This is an optimization exercise on Yosys and OpenROAD, whose aim is small area, a short achievable clock period and few clock cycles, not a production implementation.
Only simulation tests tie the RTL to the original design; equivalence was not proved.
Power figures rest on the tool's default switching activity, not on a simulated workload.

==> flow/design.v <==
module icf_pwm_calc (
    input  wire        clk,
    input  wire        rst,
    input  wire        start,
    output reg         ready,
    input  wire [31:0] freq,       
    input  wire [31:0] clkbase,    
    input  wire [31:0] duty,       
    input  wire [31:0] phase,      
    input  wire        geom,       
    output reg         done,
    output wire [31:0] period,
    output wire [31:0] cmpa,
    output wire [31:0] phs
);
    localparam [19:0] MILLION = 20'd1000000;
    localparam [22:0] NEG1M   = 23'h70BDC0;    
    localparam [22:0] NEG2M   = 23'h617B80;    
    reg        s_p1, s_p2, s_div, s_last, s_fin;
    reg [4:0]  cnt;              
    reg [31:0] rf;               
    reg [21:0] rd;               
    reg [21:0] rp;               
    reg        rg;               
    reg [63:0] x;                
    reg        qa;               
    reg        lq;               
    reg [19:0] r_q, r_h;         
    reg [31:0] g_q, g_h;         
    reg        q_m1, q_two, q_lsb, q_zc;
    reg        h_m1, h_two, h_lsb, h_zc;
    assign period = x[31:0];
    assign cmpa   = g_q;
    assign phs    = g_h;
    wire acc = start & ready;
    wire [31:0] cb     = x[63:32];
    wire        f_low  = rf[31] | (rf[30:10] == 21'd0 && rf[9:0] < 10'd1000);
    wire [30:0] f_cl   = f_low ? 31'd1000 : rf[30:0];
    wire [31:0] d_new  = rg ? {1'b0, f_cl} : {f_cl, 1'b0};
    wire [38:0] m_a  = {cb, 7'd0};
    wire [38:0] m_b  = {7'd0, cb};
    wire [38:0] m_c  = ~{5'd0, cb, 2'd0};
    wire [38:0] m_s  = m_a ^ m_b ^ m_c;
    wire [38:0] m_k  = {(m_a[37:0] & m_b[37:0]) | (m_a[37:0] & m_c[37:0]) | (m_b[37:0] & m_c[37:0]), 1'b0};
    wire [38:0] cb125;
    wire        m_co;
    pfx_add #(39) u_mul (.a(m_s), .b(m_k), .ci(1'b1), .s(cb125), .co(m_co));
    function [4:0] msb32(input [31:0] v);
        reg [15:0] v4;
        reg [7:0]  v3;
        reg [3:0]  v2;
        reg [1:0]  v1;
        begin
            msb32[4] = |v[31:16];
            v4 = msb32[4] ? v[31:16] : v[15:0];
            msb32[3] = |v4[15:8];
            v3 = msb32[3] ? v4[15:8] : v4[7:0];
            msb32[2] = |v3[7:4];
            v2 = msb32[2] ? v3[7:4] : v3[3:0];
            msb32[1] = |v2[3:2];
            v1 = msb32[1] ? v2[3:2] : v2[1:0];
            msb32[0] = v1[1];
        end
    endfunction
    wire [4:0] m_cb  = msb32(cb);
    wire [4:0] m_rf  = msb32({1'b0, rf[30:0]});
    wire       f_sm  = rf[31] | (rf[30:9] == 22'd0);       
    wire [4:0] m_f   = f_sm ? 5'd9 : m_rf;
    wire [6:0] j_a   = {2'd0, m_cb};
    wire [6:0] j_b   = {2'b11, ~m_f};
    wire [6:0] j_c   = {5'b00010, rg, ~rg};
    wire [6:0] j_s   = j_a ^ j_b ^ j_c;
    wire [6:0] j_k   = {(j_a[5:0] & j_b[5:0]) | (j_a[5:0] & j_c[5:0]) | (j_b[5:0] & j_c[5:0]), 1'b0};
    wire [6:0] j_raw;
    wire       j_co;
    pfx_add #(7) u_j (.a(j_s), .b(j_k), .ci(1'b1), .s(j_raw), .co(j_co));
    wire [4:0] j_new = (cb == 32'd0 || j_raw[6]) ? 5'd0 :
                       (j_raw[5]) ? 5'd31 : j_raw[4:0];
    wire        d_neg  = rd[21];
    wire        d_big  = rd[20] || (rd[19:0] > MILLION);
    wire [19:0] dc_new = d_neg ? MILLION : d_big ? 20'd0 : (MILLION - rd[19:0]);
    wire        p_neg  = rp[21];
    wire        p_big  = rp[20] || (rp[19:0] > MILLION);
    wire [19:0] ph_new = p_neg ? 20'd0 : p_big ? MILLION : rp[19:0];
    wire [63:0] x_al = {22'd0, r_q[18:0], r_h, 3'd0} << (~cnt);
    wire [33:0] dv_diff;
    wire        dv_co;
    pfx_add #(34) u_div (.a({1'b0, x[63:31]}), .b(~{2'b0, rf}), .ci(1'b1), .s(dv_diff), .co(dv_co));
    wire        dv_ge   = ~dv_diff[33];
    wire [31:0] dv_rem  = dv_ge ? dv_diff[31:0] : x[62:31];
    wire [63:0] x_step  = {dv_rem, x[30:0], dv_ge};
    wire [31:0] p_out = rg ? (x[31:0] - 32'd1) : x[31:0];
    wire        a   = qa;
    wire [19:0] dcq = rd[19:0];
    wire [19:0] phh = rp[19:0];
    wire [22:0] uq    = {2'b0, r_q, 1'b0};
    wire [22:0] xq    = a ? {3'd0, dcq} : 23'd0;
    wire [22:0] sq    = uq + xq;
    wire [22:0] sq_m1 = uq + xq + NEG1M;
    wire [22:0] sq_m2 = uq + xq + NEG2M;
    wire        q_ge1 = ~sq_m1[22];
    wire        q_ge2 = ~sq_m2[22];
    wire [19:0] rq_n  = q_ge2 ? sq_m2[19:0] : q_ge1 ? sq_m1[19:0] : sq[19:0];
    wire        q_dm1 = lq & ~q_ge1;
    wire        q_zc_n = q_dm1 & ~((r_q == 20'd0) & (~a | (dcq == 20'd0)));
    wire [22:0] uh    = {2'b0, r_h, 1'b0};
    wire        hn    = lq & ~a;
    wire [22:0] xh    = hn ? {3'b111, ~phh} : (a & ~lq) ? {3'd0, phh} : 23'd0;
    wire [22:0] sh    = uh + xh + {22'd0, hn};
    wire [22:0] sh_m1 = uh + xh + (NEG1M + {22'd0, hn});
    wire [22:0] sh_m2 = uh + xh + (NEG2M + {22'd0, hn});
    wire        h_lt0 = sh[22];
    wire        h_ge1 = ~h_lt0 & ~sh_m1[22];
    wire        h_ge2 = ~h_lt0 & ~sh_m2[22];
    wire [19:0] rh_n  = h_ge2 ? sh_m2[19:0] : h_ge1 ? sh_m1[19:0] : sh[19:0];
    wire        h_zc_n = h_lt0 & ~((r_h == 20'd0) & (phh == MILLION));
    function [31:0] incdec(input [31:0] g, input up, input dn);
        reg [31:0] t;
        reg        c;
        integer i;
        begin
            t = dn ? ~g : g;
            c = up | dn;
            for (i = 0; i < 32; i = i + 1) begin
                incdec[i] = g[i] ^ c;
                c = c & t[i];
            end
        end
    endfunction
    wire [31:0] gq_a  = incdec(g_q, q_two, q_m1);
    wire [31:0] gq_n  = (q_zc & (g_q == 32'd0)) ? 32'd0 : {gq_a[30:0], q_lsb | q_m1};
    wire [31:0] gh_a  = incdec(g_h, h_two, h_m1);
    wire [31:0] gh_n  = (h_zc & (g_h == 32'd0)) ? 32'd0 : {gh_a[30:0], h_lsb | h_m1};
    always @(posedge clk) begin
        if (rst) begin
            ready  <= 1'b1;
            s_p1   <= 1'b0;
            s_p2   <= 1'b0;
            s_div  <= 1'b0;
            s_last <= 1'b0;
            s_fin  <= 1'b0;
            done   <= 1'b0;
        end else begin
            s_p1   <= acc;
            s_p2   <= s_p1;
            s_div  <= s_p2 | (s_div & (cnt != 5'd0));
            s_last <= s_div & (cnt == 5'd0);
            s_fin  <= s_last;
            ready  <= (s_div & (cnt == 5'd0)) | (ready & ~start);
            done   <= s_fin;
        end
    end
    always @(posedge clk) begin
        if (ready) begin
            rf <= freq;
            rd <= {duty[31], duty[30:20] != 11'd0, duty[19:0]};
            rp <= {phase[31], phase[30:20] != 11'd0, phase[19:0]};
            rg <= geom;
        end else if (s_p1) begin
            rf <= d_new;
            rd[19:0] <= dc_new;
            rp[19:0] <= ph_new;
        end
        if (ready)
            x[63:32] <= clkbase;
        else if (s_p2)
            x[63:32] <= x_al[63:32];
        else if (!s_p1)
            x[63:32] <= x_step[63:32];
        if (s_last)
            x[31:0] <= p_out;
        else if (s_p2)
            x[31:0] <= x_al[31:0];
        else if (s_div)
            x[31:0] <= x_step[31:0];
        qa <= s_div & dv_ge;
        lq <= s_div & (cnt == 5'd0) & rg;
        if (s_p1)
            cnt <= j_new;
        else if (s_div)
            cnt <= cnt - 5'd1;
        if (s_p1) begin
            r_q <= {1'b0, cb125[38:20]};
            r_h <= cb125[19:0];
        end else if (s_p2) begin
            r_q <= 20'd0;
            r_h <= 20'd0;
        end else begin
            r_q <= rq_n;
            r_h <= rh_n;
        end
        if (s_p2) begin
            {q_m1, q_two, q_lsb, q_zc} <= 4'd0;
            {h_m1, h_two, h_lsb, h_zc} <= 4'd0;
            g_q <= 32'd0;
            g_h <= 32'd0;
        end else begin
            q_m1  <= q_dm1;
            q_two <= ~lq & q_ge2;
            q_lsb <= lq ? ~(q_ge1 & ~q_ge2) : (q_ge1 & ~q_ge2);
            q_zc  <= q_zc_n;
            h_m1  <= h_lt0;
            h_two <= h_ge2;
            h_lsb <= h_ge1 & ~h_ge2;
            h_zc  <= h_zc_n;
            g_q   <= gq_n;
            g_h   <= gh_n;
        end
    end
endmodule
module pfx_add #(parameter W = 8) (
    input  wire [W-1:0] a,
    input  wire [W-1:0] b,
    input  wire         ci,
    output wire [W-1:0] s,
    output wire         co
);
    reg [W-1:0] g, p, gn, pn;
    integer l, i, j;
    always @* begin
        g = a & b;
        p = a ^ b;
        g[0] = g[0] | (p[0] & ci);
        for (l = 0; (1 << l) < W; l = l + 1) begin
            gn = g;
            pn = p;
            for (i = 0; i < W; i = i + 1)
                if ((i >> l) & 1) begin
                    j = ((i >> l) << l) - 1;
                    gn[i] = g[i] | (p[i] & g[j]);
                    pn[i] = p[i] & p[j];
                end
            g = gn;
            p = pn;
        end
    end
    assign s  = a ^ b ^ {g[W-2:0], ci};
    assign co = g[W-1];
endmodule
export LEC_CHECK = 0
export CAP_MARGIN = 20
export CORE_MARGIN = 2
export CORE_UTILIZATION = 40
export SLEW_MARGIN = 20
create_clock -name core_clock -period 15.0 [get_ports {clk}]
standard.sh (not shown) runs the stock make flow with config.mk's settings and CLKGATE_MAP_FILE= SYNTH_SCRIPT=/design/flow/synth_recipe.tcl, a recipe that flattens the netlist after the stock synthesis.
==> flow/flow/run.sh <==
#!/bin/bash
# Standard ORFS layout (the standard.sh, standard synthesis unchanged), with
# timing repair asked to leave a setup slack margin, so that repair_timing works
# on the paths that set the achieved clock period. The SDC is not changed.
set -euo pipefail
export SETUP_SLACK_MARGIN=10.4
bash standard.sh > orfs_flow.log 2>&1
The starting point finished clean.
Testbench counts at the start, summed over its fixed seeds: cycles 16,739.
Change:
--- a/flow/design.v
+++ b/flow/design.v
@@ -22,6 +22,7 @@
     reg [21:0] rd;               
     reg [21:0] rp;               
     reg        rg;               
+    reg        cb_hi, rf_hi;     
     reg [63:0] x;                
     reg        qa;               
     reg        lq;               
@@ -45,13 +46,13 @@
     wire [38:0] cb125;
     wire        m_co;
     pfx_add #(39) u_mul (.a(m_s), .b(m_k), .ci(1'b1), .s(cb125), .co(m_co));
-    function [4:0] msb32(input [31:0] v);
+    function [4:0] msb32(input [31:0] v, input hi);
         reg [15:0] v4;
         reg [7:0]  v3;
         reg [3:0]  v2;
         reg [1:0]  v1;
         begin
-            msb32[4] = |v[31:16];
+            msb32[4] = hi;               
             v4 = msb32[4] ? v[31:16] : v[15:0];
             msb32[3] = |v4[15:8];
             v3 = msb32[3] ? v4[15:8] : v4[7:0];
@@ -62,19 +63,12 @@
             msb32[0] = v1[1];
         end
     endfunction
-    wire [4:0] m_cb  = msb32(cb);
-    wire [4:0] m_rf  = msb32({1'b0, rf[30:0]});
-    wire       f_sm  = rf[31] | (rf[30:9] == 22'd0);       
+    wire [4:0] m_cb  = msb32(cb, cb_hi);
+    wire [4:0] m_rf  = msb32({1'b0, rf[30:0]}, rf_hi);
+    wire       f_sm  = rf[31] | (~rf_hi && rf[15:9] == 7'd0);       
     wire [4:0] m_f   = f_sm ? 5'd9 : m_rf;
-    wire [6:0] j_a   = {2'd0, m_cb};
-    wire [6:0] j_b   = {2'b11, ~m_f};
-    wire [6:0] j_c   = {5'b00010, rg, ~rg};
-    wire [6:0] j_s   = j_a ^ j_b ^ j_c;
-    wire [6:0] j_k   = {(j_a[5:0] & j_b[5:0]) | (j_a[5:0] & j_c[5:0]) | (j_b[5:0] & j_c[5:0]), 1'b0};
-    wire [6:0] j_raw;
-    wire       j_co;
-    pfx_add #(7) u_j (.a(j_s), .b(j_k), .ci(1'b1), .s(j_raw), .co(j_co));
-    wire [4:0] j_new = (cb == 32'd0 || j_raw[6]) ? 5'd0 :
+    wire [6:0] j_raw = {2'd0, m_cb} + {6'd0, rg} + 7'd9 - {2'd0, m_f};
+    wire [4:0] j_new = ((~cb_hi & (cb[15:0] == 16'd0)) || j_raw[6]) ? 5'd0 :
                        (j_raw[5]) ? 5'd31 : j_raw[4:0];
     wire        d_neg  = rd[21];
     wire        d_big  = rd[20] || (rd[19:0] > MILLION);
@@ -156,6 +150,8 @@
             rd <= {duty[31], duty[30:20] != 11'd0, duty[19:0]};
             rp <= {phase[31], phase[30:20] != 11'd0, phase[19:0]};
             rg <= geom;
+            cb_hi <= clkbase[31:16] != 16'd0;
+            rf_hi <= freq[30:16] != 15'd0;
         end else if (s_p1) begin
             rf <= d_new;
             rd[19:0] <= dc_new;
The changed run finished with timing, DRC and antenna clean; total power went up slightly; wire length increases by a little under a tenth; synthesized cell count goes up slightly; core utilization is about the same; global-route usage rose by 1.6 points; setup slack gets better by 0.44 ns; critical path depth decreases by 5; non-clock buffer count rose by 37; sequential share of layout area came out lower by 0.15 points; via count grows by a few percent; synthesized area climbs slightly; maximum frequency climbs by roughly a tenth.
Testbench counts after the change, summed over its fixed seeds: cycles 16,739.

-- re-timing with driven ports --
No port has a modelled driver above. Below, the same layouts with a new extraction and two added sets of constraints.
Step 1 sets driving cells, clkbuf_16 on the clock port and buf_2 on the other inputs (assumed; they add their load-dependent delay and slew).
Step 2 moves the port delays by t, midway between the first and last clock arrival at a register: inputs arrive t later, outputs are due t later. That takes back most of the time a late clock gives input paths.
a / b / c = no drivers / after step 1 / after step 2; a / b = the first two.
run	t (ns)	setup slack, ns	clock arrival spread, ns
the first run	0.619	9.975 / 9.975 / 9.975	0.021 / 0.021
the second run	0.618	10.415 / 10.367 / 10.415	0.022 / 0.022
After both steps every run listed still meets setup and hold.
